This is an optimization exercise on Yosys and OpenROAD, whose aim is small area, a short achievable clock period and few clock cycles, not a production implementation. RTL that was checked went through simulation tests only; none was proved equivalent to the original. Only the layout flow was run in run 1; the RTL was not checked for function there. No activity file was given, so power comes from the tool's default toggle rates.

**config.mk**
```make
export PLATFORM = sky130hd
export DESIGN_NAME = brs
export DESIGN_NICKNAME = brs
export VERILOG_FILES = /design/flow/design.v
export SDC_FILE = /design/flow/constraint.sdc
export NUM_CORES = 4
export LEC_CHECK = 0
export CAP_MARGIN = 20
export CORE_MARGIN = 2
export CORE_UTILIZATION = 60
export PLACE_DENSITY = 0.7
export SETUP_SLACK_MARGIN = 2.5
export SLEW_MARGIN = 20
```
**constraint.sdc**
```tcl
create_clock -name core_clock -period 6.0 [get_ports {clk}]
set_input_delay 1.2000 -clock core_clock [delete_from_list [all_inputs] [get_ports {clk}]]
set_output_delay 1.2000 -clock core_clock [all_outputs]
set_load 0.01 [all_outputs]
```
**design.v**
```verilog
module brs #(
    parameter MAX_LEN = 16
) (
    input  wire        clk,
    input  wire        rst,           
    input  wire        req_valid,
    input  wire        req_write,
    input  wire [2:0]  req_size,      
    input  wire [12:0] req_addr,
    input  wire [31:0] req_wdata,
    output reg         resp_valid,
    output reg         resp_err,
    output reg  [31:0] resp_rdata
);
    localparam NB = 8 * MAX_LEN;       
    localparam G  = 11;                
    localparam GW = 4;
    localparam [31:0] ID_VALUE = 32'h4252_5301;
    localparam [2:0] E_NONE = 3'd0, E_NULL = 3'd1, E_NEG = 3'd2,
                     E_WIN = 3'd3, E_ILL = 3'd4;
    localparam [1:0] PH_IDLE = 2'd0, PH_WAIT = 2'd1, PH_ROT = 2'd3;
    reg [NB-1:0]   bits;
    reg [4:0]      len;
    reg            bound;
    reg            carry;
    reg [2:0]      err;
    reg            busy;
    reg [31:0]     count;
    reg [31:0]     window;
    reg [1:0]      phase;
    reg            dir_right;     
    reg            wrap;          
    reg            shift_op;      
    reg [7:0]      m;             
    reg [9:0]      m3, m5, m7;    
    reg [7:0]      m1, m4, m8;    
    reg [GW-1:0]   grp;           
    reg [6:0]      rem;           
    reg            e_done;        
    reg            sneg;          
    reg [6:0]      smag;          
    reg            st_l8, st_l1, st_r1;    
    reg [7:0]      mi;            
    wire [12:0] a       = req_addr;
    wire        sz1     = (req_size == 3'd1);
    wire        sz4     = (req_size == 3'd4);
    wire        in_regs = (a[12:5] == 8'd0) && (a[4:2] != 3'b111);
    wire        in_buf  = (a[12:4] == 9'h100);
    wire [3:0]  bi      = a[3:0];
    wire        hazard_reg = (a[4:2] == 3'd0) || (a[4:2] == 3'd2) ||
                             (a[4:2] == 3'd3) || (a[4:2] == 3'd4);
    wire bus_err = !(sz1 || sz4) ||
                   (in_regs ? (sz1 || (a[1:0] != 2'b00) || (busy && req_write && hazard_reg))
                            : (!in_buf || (sz4 && (bi[1:0] != 2'b00)) || busy));
    wire ok  = req_valid && !bus_err;
    wire wr  = ok && req_write;
    integer q;
    reg [NB-1:0] th, ti;
    always @* for (q = 0; q < NB; q = q + 1) begin
        th[q] = (q < m);
        ti[q] = (q < mi);
    end
    wire s_first = bits[NB-1] & th[0];                    
    reg [NB-1:0] sv;                                      
    always @* for (q = 0; q < NB; q = q + 1) sv[q] = bits[NB-1-q];
    wire s_last = sv[m1[6:0]] & th[0];                    
    wire [7:0] s8 = bits[NB-1 -: 8];       
    reg  [7:0] w8;
    always @* for (q = 0; q < 8; q = q + 1) w8[q] = s8[7 - ((q - m[2:0]) & 7)];
    wire fill_l = wrap & s_first;
    wire fill_r = wrap & s_last;
    reg [7:0] wv;
    always @* for (q = 0; q < 8; q = q + 1)
        wv[q] = st_l8 ? w8[q] : st_l1 ? fill_l : fill_r;
    reg [NB-1:0] stepv;
    reg cin;
    always @* begin
        for (q = 0; q < NB; q = q + 1) begin
            if (st_l8)
                cin = (q + 8 < NB) ? bits[(NB-1-q-8) < 0 ? 0 : NB-1-q-8] : 1'b0;
            else if (st_l1)
                cin = (q + 1 < NB) ? bits[(NB-1-q-1) < 0 ? 0 : NB-1-q-1] : 1'b0;
            else
                cin = (q > 0) ? bits[(NB-q) > NB-1 ? NB-1 : NB-q] : 1'b0;
            if (q == 0)
                stepv[NB-1] = (ti[0] && !st_r1) ? cin : wv[0];
            else
                stepv[NB-1-q] = ti[q] ? cin : wv[q % 8];
        end
    end
    wire step_any   = st_l8 | st_l1 | st_r1;
    wire step_carry = st_r1 ? s_last : s_first;
    function [2:0] pick;               
        input       ng;
        input [6:0] mg;
        begin
            if (mg == 7'd0)                                   pick = 3'b000;
            else if (ng)                                      pick = 3'b001;
            else if (mg >= 7'd8 || (mg >= 7'd5 && m >= 8'd8)) pick = 3'b100;
            else                                              pick = 3'b010;
        end
    endfunction
    function [7:0] pick_mi;
        input [2:0] p;
        begin
            pick_mi = p[2] ? m8 : p[1] ? m1 : m;
        end
    endfunction
    wire       over8     = (smag < 7'd8);
    wire       sneg_next = st_l8 ? over8 : sneg;
    wire [6:0] smag_next = st_l8 ? (over8 ? (7'd8 - smag) : (smag - 7'd8))
                         : step_any ? (smag - 7'd1) : smag;
    wire [2:0] p_next    = pick(sneg_next, smag_next);
    wire       fin_rot   = (phase == PH_ROT) && (p_next == 3'b000);
    wire [32:0]  cext = {1'b0, count};
    reg  [2:0]   cgrp;            
    wire [GW-1:0] grp_dn = grp - 1'b1;
    wire [9:0]   t    = {rem, cgrp};
    wire [9:0]   mm1  = {2'b00, m};
    wire [9:0]   mm2  = {1'b0, m, 1'b0};
    wire [9:0]   mm4  = {m, 2'b00};
    wire [9:0]   mm6  = {m3[8:0], 1'b0};
    reg  [6:0]   rk;
    always @* begin
        if      (t >= m7)  rk = t - m7;
        else if (t >= mm6) rk = t - mm6;
        else if (t >= m5)  rk = t - m5;
        else if (t >= mm4) rk = t - mm4;
        else if (t >= m3)  rk = t - m3;
        else if (t >= mm2) rk = t - mm2;
        else if (t >= mm1) rk = t - mm1;
        else               rk = t[6:0];
    end
    wire [6:0] mr    = m[6:0] - rem;              
    wire       rz    = (rem == 7'd0);
    wire       neg_l = !rz && ({1'b0, rem} >= m4);
    wire       neg_r = !rz && (rem <= 7'd4);
    wire [6:0] mag_l = neg_l ? mr : rem;
    wire [6:0] mag_r = (neg_r || rz) ? rem : mr;
    wire [2:0] p_l   = pick(neg_l, mag_l);
    wire [2:0] p_r   = pick(neg_r, mag_r);
    wire [2:0] p_plan = dir_right ? p_r : p_l;
    wire fin_plan  = (phase == PH_WAIT) && e_done && (p_plan == 3'b000);
    wire busy_vis  = busy && !fin_rot && !fin_plan;
    wire carry_vis = (fin_rot && shift_op) ? step_carry : carry;
    reg [31:0] word_rd;
    reg [7:0]  byte_rd;
    always @* begin
        case (bi[3:2])
            2'd0: word_rd = bits[127:96];
            2'd1: word_rd = bits[95:64];
            2'd2: word_rd = bits[63:32];
            default: word_rd = bits[31:0];
        endcase
        case (bi[1:0])
            2'd0: byte_rd = word_rd[31:24];
            2'd1: byte_rd = word_rd[23:16];
            2'd2: byte_rd = word_rd[15:8];
            default: byte_rd = word_rd[7:0];
        endcase
    end
    reg [31:0] rd_data;
    always @* begin
        rd_data = 32'd0;
        if (in_regs) begin
            case (a[4:2])
                3'd1: rd_data = {25'd0, err, 1'b0, bound, carry_vis, busy_vis};
                3'd2: rd_data = count;
                3'd3: rd_data = window;
                3'd4: rd_data = {27'd0, len};
                3'd5: rd_data = ID_VALUE;
                3'd6: rd_data = MAX_LEN;
                default: rd_data = 32'd0;
            endcase
        end else if (sz1)
            rd_data = {24'd0, byte_rd};
        else
            rd_data = word_rd;
    end
    reg [31:0] lane;
    always @* begin
        lane = req_wdata;
        if (sz1)
            lane = {4{req_wdata[7:0]}};
    end
    reg [15:0] byte_we;
    always @* for (q = 0; q < 16; q = q + 1)
        byte_we[q] = wr && in_buf && (bi[3:2] == q / 4) && (sz4 || bi[1:0] == q % 4);
    wire         step_en = (phase == PH_ROT) && step_any;
    reg [NB-1:0] bit_en;            
    always @* for (q = 0; q < NB; q = q + 1)
        bit_en[q] = byte_we[q / 8] || (step_en && th[q]);
    wire        cmd_wr    = wr && in_regs && (a[4:2] == 3'd0);
    wire [31:0] cw        = req_wdata;
    wire        cmd_legal = (cw[31:3] == 29'd0) && (cw[2:1] != 2'b00);
    wire        cmd_rot   = cw[2];
    wire        cmd_win   = cw[2] & cw[1];
    wire [7:0]  l_bits    = {len, 3'b000};
    wire [7:0]  l1_bits   = (len == 5'd0) ? 8'd0 : {len - 5'd1, 3'b111};
    wire        win_bad   = window[31] || (window > {24'd0, l_bits});
    reg [2:0] cmd_code;
    always @* begin
        if (!cmd_legal)                 cmd_code = E_ILL;
        else if (!bound)                cmd_code = E_NULL;
        else if (cmd_rot && count[31])  cmd_code = E_NEG;
        else if (cmd_win && win_bad)    cmd_code = E_WIN;
        else                            cmd_code = E_NONE;
    end
    wire [7:0] m_acc   = cmd_win ? window[7:0] : l_bits;
    wire       acc     = cmd_wr && (cmd_code == E_NONE);
    wire       bypass  = cmd_rot && e_done && (m == m_acc);
    wire [2:0] p_acc   = cw[0] ? p_r : p_l;
    wire       wr_cnt  = wr && in_regs && (a[4:2] == 3'd2);
    wire       e_start = wr_cnt || (acc && (!cmd_rot || m != m_acc));
    wire       use_w   = !wr_cnt && cmd_win;
    wire [7:0] w8b     = window[7:0];
    wire       pow2_w  = ((w8b & (w8b - 8'd1)) == 8'd0);
    wire       pow2_l  = ((len & (len - 5'd1)) == 5'd0);
    wire [6:0] mask_w  = (w8b[6:0] - 7'd1) & {7{w8b != 8'd0 && pow2_w}};
    wire [6:0] mask_l  = (l_bits[6:0] - 7'd1) & {7{len != 5'd0 && pow2_l}};
    wire [7:0]  e_m    = use_w ? w8b : l_bits;
    wire [9:0]  e_m3   = {2'b00, e_m} + {1'b0, e_m, 1'b0};
    wire [9:0]  e_m5   = {2'b00, e_m} + {e_m, 2'b00};
    wire [9:0]  e_m7   = {e_m, 3'b000} - {2'b00, e_m};
    wire        e_pow2 = use_w ? pow2_w : pow2_l;
    wire [6:0]  e_mask = use_w ? mask_w : mask_l;
    wire [31:0] e_cnt  = wr_cnt ? req_wdata : count;
    wire [32:0] e_cx = {1'b0, e_cnt};
    reg  [3:0]  g_top;
    reg         g_any;
    integer gi;
    always @* begin
        g_top = 4'd0;
        g_any = 1'b0;
        for (gi = 0; gi < G; gi = gi + 1)
            if (e_cx[3*gi +: 3] != 3'd0) begin
                g_top = gi;
                g_any = 1'b1;
            end
    end
    always @(posedge clk) begin
        if (rst) begin
            len        <= 5'd0;
            bound      <= 1'b0;
            carry      <= 1'b0;
            err        <= E_NONE;
            busy       <= 1'b0;
            count      <= 32'd0;
            window     <= 32'd0;
            phase      <= PH_IDLE;
            m          <= 8'd0;
            m3         <= 10'd0;
            m5         <= 10'd0;
            m7         <= 10'd0;
            m1         <= 8'd0;
            m4         <= 8'd0;
            m8         <= 8'd0;
            rem        <= 7'd0;
            e_done     <= 1'b1;
            st_l8      <= 1'b0;
            st_l1      <= 1'b0;
            st_r1      <= 1'b0;
            resp_valid <= 1'b0;
            resp_err   <= 1'b0;
            resp_rdata <= 32'd0;
        end else begin
            resp_valid <= req_valid;
            resp_err   <= req_valid && bus_err;
            resp_rdata <= (ok && !req_write) ? rd_data : 32'd0;
            if (wr && in_regs) begin
                case (a[4:2])
                    3'd2: count  <= req_wdata;
                    3'd3: window <= req_wdata;
                    3'd4:
                        if (req_wdata <= MAX_LEN) begin
                            len   <= req_wdata[4:0];
                            bound <= 1'b1;
                        end else begin
                            bound <= 1'b0;
                        end
                    default: ;
                endcase
            end
            if (e_start) begin
                m   <= e_m;
                m3  <= e_m3;
                m5  <= e_m5;
                m7  <= e_m7;
                m1  <= (e_m == 8'd0) ? 8'd0 : e_m - 8'd1;
                m4  <= (e_m < 8'd4) ? 8'd0 : e_m - 8'd4;
                m8  <= (e_m < 8'd8) ? 8'd0 : e_m - 8'd8;
                rem <= e_cnt[6:0] & e_mask;
                grp <= g_top;
                cgrp <= e_cx[3*g_top +: 3];
                e_done <= e_pow2 || !g_any;
            end else if (!e_done) begin
                rem <= rk;
                grp <= grp_dn;
                cgrp <= cext[3*grp_dn +: 3];
                if (grp == 0)
                    e_done <= 1'b1;
            end
            if (cmd_wr)
                err <= cmd_code;
            if (acc) begin
                busy      <= 1'b1;
                dir_right <= cw[0];
                wrap      <= cmd_rot;
                shift_op  <= !cmd_rot;
                if (!cmd_rot) begin
                    sneg  <= cw[0];
                    smag  <= 7'd1;
                    {st_l8, st_l1, st_r1} <= cw[0] ? 3'b001 : 3'b010;
                    mi    <= cw[0] ? l_bits : l1_bits;
                    phase <= PH_ROT;
                end else if (bypass) begin
                    sneg  <= cw[0] ? neg_r : neg_l;
                    smag  <= cw[0] ? mag_r : mag_l;
                    {st_l8, st_l1, st_r1} <= p_acc;
                    mi    <= pick_mi(p_acc);
                    phase <= PH_ROT;
                end else begin
                    phase <= PH_WAIT;
                end
            end
            case (phase)
                PH_WAIT:
                    if (e_done) begin
                        sneg  <= dir_right ? neg_r : neg_l;
                        smag  <= dir_right ? mag_r : mag_l;
                        {st_l8, st_l1, st_r1} <= p_plan;
                        mi    <= pick_mi(p_plan);
                        if (p_plan == 3'b000) begin
                            busy  <= 1'b0;
                            phase <= PH_IDLE;
                        end else
                            phase <= PH_ROT;
                    end
                PH_ROT: begin
                    sneg <= sneg_next;
                    smag <= smag_next;
                    {st_l8, st_l1, st_r1} <= p_next;
                    mi   <= pick_mi(p_next);
                    if (shift_op)
                        carry <= step_carry;
                    if (fin_rot) begin
                        busy  <= 1'b0;
                        phase <= PH_IDLE;
                    end
                end
                default: ;
            endcase
            for (q = 0; q < NB; q = q + 1)
                if (bit_en[q])
                    bits[NB-1-q] <= busy ? stepv[NB-1-q] : lane[31-8*((q/8)%4)-(q%8)];
        end
    end
endmodule
```
**run.sh**
```bash
#!/bin/bash
# synth_recipe.tcl (not shown) runs the flow's synth.tcl, then flattens the netlist and writes it again
# the make line also repeats each setting of config.mk as NAME=value (left out here)
make -C /OpenROAD-flow-scripts/flow DESIGN_CONFIG=/design/flow/config.mk WORK_HOME=/design/flow/orfs CLKGATE_MAP_FILE= SYNTH_SCRIPT=/design/flow/synth_recipe.tcl finish
```
==> flow_summary.ini, run 1 <==
[timing]
crit_endpoint = m5[9]$_SDFFE_PP0N_/D
endpoint_type = register data pin

[synthesis]
yosysTopAreaCell = edfxtp_1
synth_area_leaders = edfxtp_1 (16%), dfxtp_1 (12%), mux2i_1 (7.7%)
ys_types = 94
syn_avg_cell_area_sq_um = 7.87
synth_edf_count = 154
ys_ff_latch = 333
ys.flop_type = dfxtp_1
syn_inst = 3774
syn_nets = 3960
ys_seq_area_frac = 0.276
ys.warnings.count = 1
async_flop_share = 0
yosysTopAreaCellShare = 0.156
synth_area_sq_um = 29700

[floorplanning]
die_y_microns = 227
start_util = 0.607
num_rows = 81
io_pins = 86
die_x_microns = 227

[placement]
gp_congestion = 1.13
hpwl_microns = 106000
numPortBuffers = 85
place_ws_ps = 620

[global_routing]
grt_max_degree = 108
grt_usage = 0.743
grt-ovfl-total = 8

[clocking]
cts-root-buf = clkbuf_16
ctsLongestPathBuffers = 3
cts_buffers = 41
h-tree-depth = 2
cts.sinks = 333
cts_hold_buffers = 0

[status]
failing_step = global routing (5_1_grt)
status = aborted with a tool error
error = [ERROR GRT-0232] Routing congestion too high. Check the congestion heatmap in the GUI.
==> power groups by stage <==
stage	clock network, W	registers [W]	logic (W)
CTS	0.00263	0.00239	0.000524
detailed placement	0	0.00244	0.000485
global placement	0	0.00244	0.000475
floorplan	0	0.00244	0.000281
==> cell usage after synthesis (10+ instances only) <==
| master | number |
|---|---|
| a211oi_1 | 48 |
| a21boi_0 | 17 |
| a21o_1 | 41 |
| a21oi_1 | 384 |
| a221oi_1 | 11 |
| a22o_1 | 19 |
| a22oi_1 | 33 |
| a311oi_1 | 10 |
| a31oi_1 | 108 |
| a41oi_1 | 12 |
| and2_1 | 12 |
| and3_1 | 17 |
| buf_1 | 24 |
| buf_2 | 11 |
| clkbuf_1 | 222 |
| dfxtp_1 | 179 |
| edfxtp_1 | 154 |
| ha_1 | 126 |
| inv_1 | 115 |
| mux2_2 | 17 |
| mux2i_1 | 230 |
| mux4_2 | 88 |
| nand2_1 | 539 |
| nand2b_1 | 37 |
| nand3_1 | 42 |
| nand4_1 | 19 |
| nor2_1 | 304 |
| nor2b_1 | 27 |
| nor3_1 | 83 |
| nor4_1 | 24 |
| o211ai_1 | 31 |
| o21a_1 | 26 |
| o21ai_0 | 448 |
| o21ai_1 | 23 |
| o22ai_1 | 31 |
| o31ai_1 | 10 |
| or3_1 | 29 |
| xnor2_1 | 47 |
| xor2_1 | 21 |
==> what timing repair did <==
action | CTS
gates cloned | 7
buffers inserted | 159
resized for setup | 426
pin swaps | 124
endpoints found under the setup margin | 406
==> metal layers <==
| layer | track usage | GRT overflow |
|---|---|---|
| met1 | 0.754 | 0 |
| met2 | 0.895 | 3 |
| met3 | 0.605 | 0 |
| met4 | 0.715 | 5 |
| met5 | 0.294 | 0 |
==> per-stage QoR <==
stage | hold WS, ps | area [sq um] | instances
detailed placement | 449 | 31400 | 4358
CTS | 463 | 35400 | 4597
floorplan | 432 | 30000 | 3774
global placement | 441 | 31400 | 4358
==> worst max path at each step <==
stage | start | slack (ps) | endpoint | cells after the start
floorplan | req_size[1] | 1700 | m5[9] | 17
global placement | req_wdata[21] | 790 | smag[2] | 10
detailed placement | req_wdata[21] | 620 | smag[2] | 10
CTS | m1[0] | 2120 | bits[14] | 12
==> cell families after synthesis <==
kind of cell               Yosys count  share of synthesized area
xor gates and xnor gates            68                     0.0200
and+or+nand+nor                   1177                      0.175
AOI/OAI and AO/OA                 1339                      0.268
DFF                                333                      0.276
buffers and inverters              385                     0.0504
adders and majority gates          134                     0.0584
muxes                              338                      0.152
==> run 2, diff against run 1 <==
--- a/design.v
+++ b/design.v
@@ -15,4 +15,5 @@
     localparam NB = 8 * MAX_LEN;       
-    localparam G  = 11;                
-    localparam GW = 4;
+    localparam K  = 2;                 
+    localparam G  = 32 / K;            
+    localparam GW = $clog2(G);
     localparam [31:0] ID_VALUE = 32'h4252_5301;
@@ -34,3 +35,3 @@
     reg [7:0]      m;             
-    reg [9:0]      m3, m5, m7;    
+    reg [8:0]      m3;            
     reg [7:0]      m1, m4, m8;    
@@ -114,20 +115,15 @@
     wire       fin_rot   = (phase == PH_ROT) && (p_next == 3'b000);
-    wire [32:0]  cext = {1'b0, count};
-    reg  [2:0]   cgrp;            
-    wire [GW-1:0] grp_dn = grp - 1'b1;
-    wire [9:0]   t    = {rem, cgrp};
-    wire [9:0]   mm1  = {2'b00, m};
-    wire [9:0]   mm2  = {1'b0, m, 1'b0};
-    wire [9:0]   mm4  = {m, 2'b00};
-    wire [9:0]   mm6  = {m3[8:0], 1'b0};
+    wire [8:0]   m2   = {m, 1'b0};
+    wire [K-1:0] cgrp = count[K*grp +: K];
     reg  [6:0]   rk;
+    reg  [8:0]   t;
     always @* begin
-        if      (t >= m7)  rk = t - m7;
-        else if (t >= mm6) rk = t - mm6;
-        else if (t >= m5)  rk = t - m5;
-        else if (t >= mm4) rk = t - mm4;
-        else if (t >= m3)  rk = t - m3;
-        else if (t >= mm2) rk = t - mm2;
-        else if (t >= mm1) rk = t - mm1;
-        else               rk = t[6:0];
+        rk = rem;
+        for (q = 0; q < K / 2; q = q + 1) begin
+            t = {rk, cgrp[K-1-2*q -: 2]};
+            if (t >= m3)              rk = t - m3;
+            else if (t >= m2)         rk = t - m2;
+            else if (t >= {1'b0, m})  rk = t - {1'b0, m};
+            else                      rk = t[6:0];
+        end
     end
@@ -221,5 +217,3 @@
     wire [7:0]  e_m    = use_w ? w8b : l_bits;
-    wire [9:0]  e_m3   = {2'b00, e_m} + {1'b0, e_m, 1'b0};
-    wire [9:0]  e_m5   = {2'b00, e_m} + {e_m, 2'b00};
-    wire [9:0]  e_m7   = {e_m, 3'b000} - {2'b00, e_m};
+    wire [8:0]  e_m3   = {1'b0, e_m} + {e_m, 1'b0};
     wire        e_pow2 = use_w ? pow2_w : pow2_l;
@@ -227,15 +221,5 @@
     wire [31:0] e_cnt  = wr_cnt ? req_wdata : count;
-    wire [32:0] e_cx = {1'b0, e_cnt};
-    reg  [3:0]  g_top;
-    reg         g_any;
-    integer gi;
-    always @* begin
-        g_top = 4'd0;
-        g_any = 1'b0;
-        for (gi = 0; gi < G; gi = gi + 1)
-            if (e_cx[3*gi +: 3] != 3'd0) begin
-                g_top = gi;
-                g_any = 1'b1;
-            end
-    end
+    wire [1:0] zb = (e_cnt[31:8]  == 24'd0) ? 2'd3 :
+                    (e_cnt[31:16] == 16'd0) ? 2'd2 :
+                    (e_cnt[31:24] == 8'd0)  ? 2'd1 : 2'd0;
     always @(posedge clk) begin
@@ -251,5 +235,3 @@
             m          <= 8'd0;
-            m3         <= 10'd0;
-            m5         <= 10'd0;
-            m7         <= 10'd0;
+            m3         <= 9'd0;
             m1         <= 8'd0;
@@ -286,4 +268,2 @@
                 m3  <= e_m3;
-                m5  <= e_m5;
-                m7  <= e_m7;
                 m1  <= (e_m == 8'd0) ? 8'd0 : e_m - 8'd1;
@@ -292,9 +272,7 @@
                 rem <= e_cnt[6:0] & e_mask;
-                grp <= g_top;
-                cgrp <= e_cx[3*g_top +: 3];
-                e_done <= e_pow2 || !g_any;
+                grp <= G - 1 - zb * (8 / K);
+                e_done <= e_pow2;
             end else if (!e_done) begin
                 rem <= rk;
-                grp <= grp_dn;
-                cgrp <= cext[3*grp_dn +: 3];
+                grp <= grp - 1'b1;
                 if (grp == 0)
--- a/config.mk
+++ b/config.mk
@@ -9,5 +9,4 @@
 export CORE_MARGIN = 2
-export CORE_UTILIZATION = 60
-export PLACE_DENSITY = 0.7
-export SETUP_SLACK_MARGIN = 2.5
+export CORE_UTILIZATION = 50
+export SETUP_SLACK_MARGIN = 2.0
 export SLEW_MARGIN = 20
==> flow_summary.ini, run 2 <==
[status]
status = finished clean

[global_routing]
grt_pass1_wl_microns = 198000
grt_pass1_vias = 27700
antenna_found_initial = 27
grt-ovfl-total = 0
grt_usage = 0.488
grt_max_degree = 88

[timing]
rsz0062_at_grt = yes
whs_ps = 463
worst_slack_ps = 1910
tightest_slew_ps = 1350
final_max_slew_viol_count = 0
slew_headroom = 0.0987
hold_viol_final = 0
fmax_ghz = 0.244
final-setup-viol-count = 0
finalCritPeriodShare = 0.682
tns_ps = 0
fin_crit_ps = 4090
fin_skew_ps = 41.2

[synthesis]
ys.warnings.count = 1
ys.flop_type = dfxtp_1
ys_seq_area_frac = 0.290
yosysTopAreaCell = edfxtp_1
ys_ff_latch = 313
synthTopCellsByCount = nand2_1 (481), nor2_1 (392), a21oi_1 (309), o21ai_0 (309), mux2i_1 (191)
syn_inst = 3347
synth_edf_count = 151
synth_area_sq_um = 26800
syn_avg_cell_area_sq_um = 8.01
synth_area_leaders = edfxtp_1 (17%), dfxtp_1 (12%), mux2i_1 (7.1%)
ys_types = 105
syn_nets = 3483
yosysMostFrequentCell = nand2_1
yosysTopAreaCellShare = 0.169
async_flop_share = 0

[layout]
final_common_cell = nand2_1
num-nets-final = 3485
synthToLayoutAreaGrowth_pct = 13.2
top_register = bits
drive_gt1_frac = 0.136
fill_cells = 4800
design_area_sq_um = 30400
final_cell_mix = nand2_1 (475), nor2_1 (385), a21oi_1 (301)
largest_reg_flops = 128

[drt]
vias = 30600
viasPerCell = 7.50
drc = 0
first_iter_violations = 6108
drtAntennaViolNets = 0
wl_microns = 142000
route.detailed.wl_per_inst_microns = 34.7
drtPass1Iterations = 10

[hold_path]
whs_path_depth = 2
min_delay_worst_endpoint = m3[6]
hold_start = m3[6]
min_path_type = reg -> reg

[floorplanning]
die_y_microns = 236
die_area_sq_um = 55500
io_pins = 86
num_rows = 84
design.core.area_sq_um = 52800
die_x_microns = 236
start_util = 0.508

[critical_path]
critPathRequiredTime_ps = 6440
startpoint_type = flop
worstReg2RegEnd = rem[1]
critical_path_class = reg -> reg
cp-end-kind = flop
critPathArrivalTime_ps = 4530
reg2reg_depth = 12
r2r-start = len[2]
cp_max_fo = 21
r2r_slack_ps = 1910

[pwr]
power.density_nw_per_um2 = 173
switching_power_w = 0.00151
irDropWorstVdd_uv = 234
p_seq_frac = 0.431
p_int_w = 0.00373
pwr-share-comb = 0.106
pwr-share-clk = 0.463
power_leakage_nw = 11.2
switching_share = 0.288

[clocking]
h-tree-depth = 2
cts_hold_buffers = 0
clock_latency_ps = 610
ctsLongestPathBuffers = 3
cts-root-buf = clkbuf_16
clk_pin_slew_ps = 60
cts_tree = built
cts.sinks = 313
cts_buffers = 39

[placement]
place_area_sq_um = 28200
numPortBuffers = 85
hpwl_microns = 100000
place_ws_ps = 723
gp_congestion = 1.14

[flow_run]
drv_cap = 0
[run 2: final cells by class]
class | count | area [sq um] | share of cell area
clock buffer | 53 | 1070 | 0.0352
sequential | 313 | 7800 | 0.257
multi-input combinational | 2679 | 18100 | 0.595
tap | 688 | 861 | 0.0283
clock inverter | 19 | 169 | 0.00556
timing repair buffer | 226 | 2010 | 0.0663
antenna | 17 | 42.5 | 0.00140
inverter | 90 | 340 | 0.0112
[run 2: cell families (layout without fill, tap and decap cells)]
family          Yosys count  after routing  share of synthesized area
compound gates         1095           1095                      0.260
other cells               0             17                          0
buf+inv                 355            388                     0.0553
fa+ha+maj                84             84                     0.0406
flops                   313            313                      0.290
mux                     302            302                      0.150
xor+xnor                 46             46                     0.0150
simple gates           1152           1152                      0.189
[run 2: how the worst max path moves through the flow]
stage	start	end	slack (ps)	cells past startpoint
CTS	rem[1]	mi[3]	1950	11
global route	grp[0]	rem[1]	1790	16
global placement	req_addr[4]	m3[8]	810	15
finish	len[2]	rem[1]	1910	12
detailed placement	req_addr[4]	m3[8]	720	15
floorplan	req_addr[3]	m3[7]	1940	19
[run 2: what timing repair did]
action,CTS,global route
buffers inserted,24,30
resized for setup,46,59
pin swaps,7,22
endpoints found under the setup margin,254,116
[run 2: per-layer routing]
layer	track usage	vias to the layer above	wire length, microns
li1	-	12400	-
met1	0.615	14600	51200
met2	0.656	2867	54500
met3	0.239	737	24000
met4	0.305	36	11200
met5	0.0320	-	558
[run 2: critical path, stage by stage, from the launching register on]
cell,delay (ps)
dfxtp_2,490
inv_1,140
ha_1,350
a2111oi_0,510
o21ai_1,180
a2111oi_2,560
o2111ai_2,350
or2_1,430
nand2_1,180
nor2_1,60
buf_4,250
a21oi_1,320
a311oi_1,100
[run 2: power groups by stage]
stage,Sequential (W),Combinational (W),Clock (W)
floorplan,0.00230,0.000291,0
global placement,0.00231,0.000497,0
detailed placement,0.00231,0.000503,0
CTS,0.00226,0.000512,0.00240
global route,0.00226,0.000563,0.00248
finish,0.00226,0.000559,0.00243
[run 2: stage by stage]
stage | power [W] | instances | util
2_1_floorplan | 0.00259 | 3347 | -
3_3_place_gp | 0.00280 | 3941 | 0.535
3_5_place_dp | 0.00281 | 3941 | 0.535
4_1_cts | 0.00517 | 4037 | 0.566
5_1_grt | 0.00530 | 4073 | 0.575
6_report | 0.00525 | 4085 | 0.576
Testbench counts of run 2, summed over its fixed seeds: cycles 6,852.

-- static timing again, ports no longer ideal --
In the flow no input, the clock included, has a driving cell. The finished layout below was timed again as built, in two steps.
Step 1 (the two cells are an assumption about what drives the block):
set clk [get_ports {clk}]
set_driving_cell -lib_cell sky130_fd_sc_hd__clkbuf_16 $clk
set_driving_cell -lib_cell sky130_fd_sc_hd__buf_2 [delete_from_list [all_inputs] $clk]
Step 2 adds t to the input delays and takes it off the output delays; t is the mean of the earliest and latest rising clock arrival at the registers after step 1. Input paths then give back, and output paths get back, about the clock's delay inside the block.
Slacks: no drivers / after step 1 / after step 2; pairs: no drivers / after step 1.
run: run 2
t, ns: 0.651
slack for setup (ns): 1.905 / 1.905 / 1.454
hold slack, ns: 0.463 / 0.463 / 0.463
worst data-port slew with drivers (ns): 0.09
After both steps setup and hold are still met in run 2. The setup slack of run 2 moves by 0.000 ns with the drivers and by -0.451 ns with both steps.
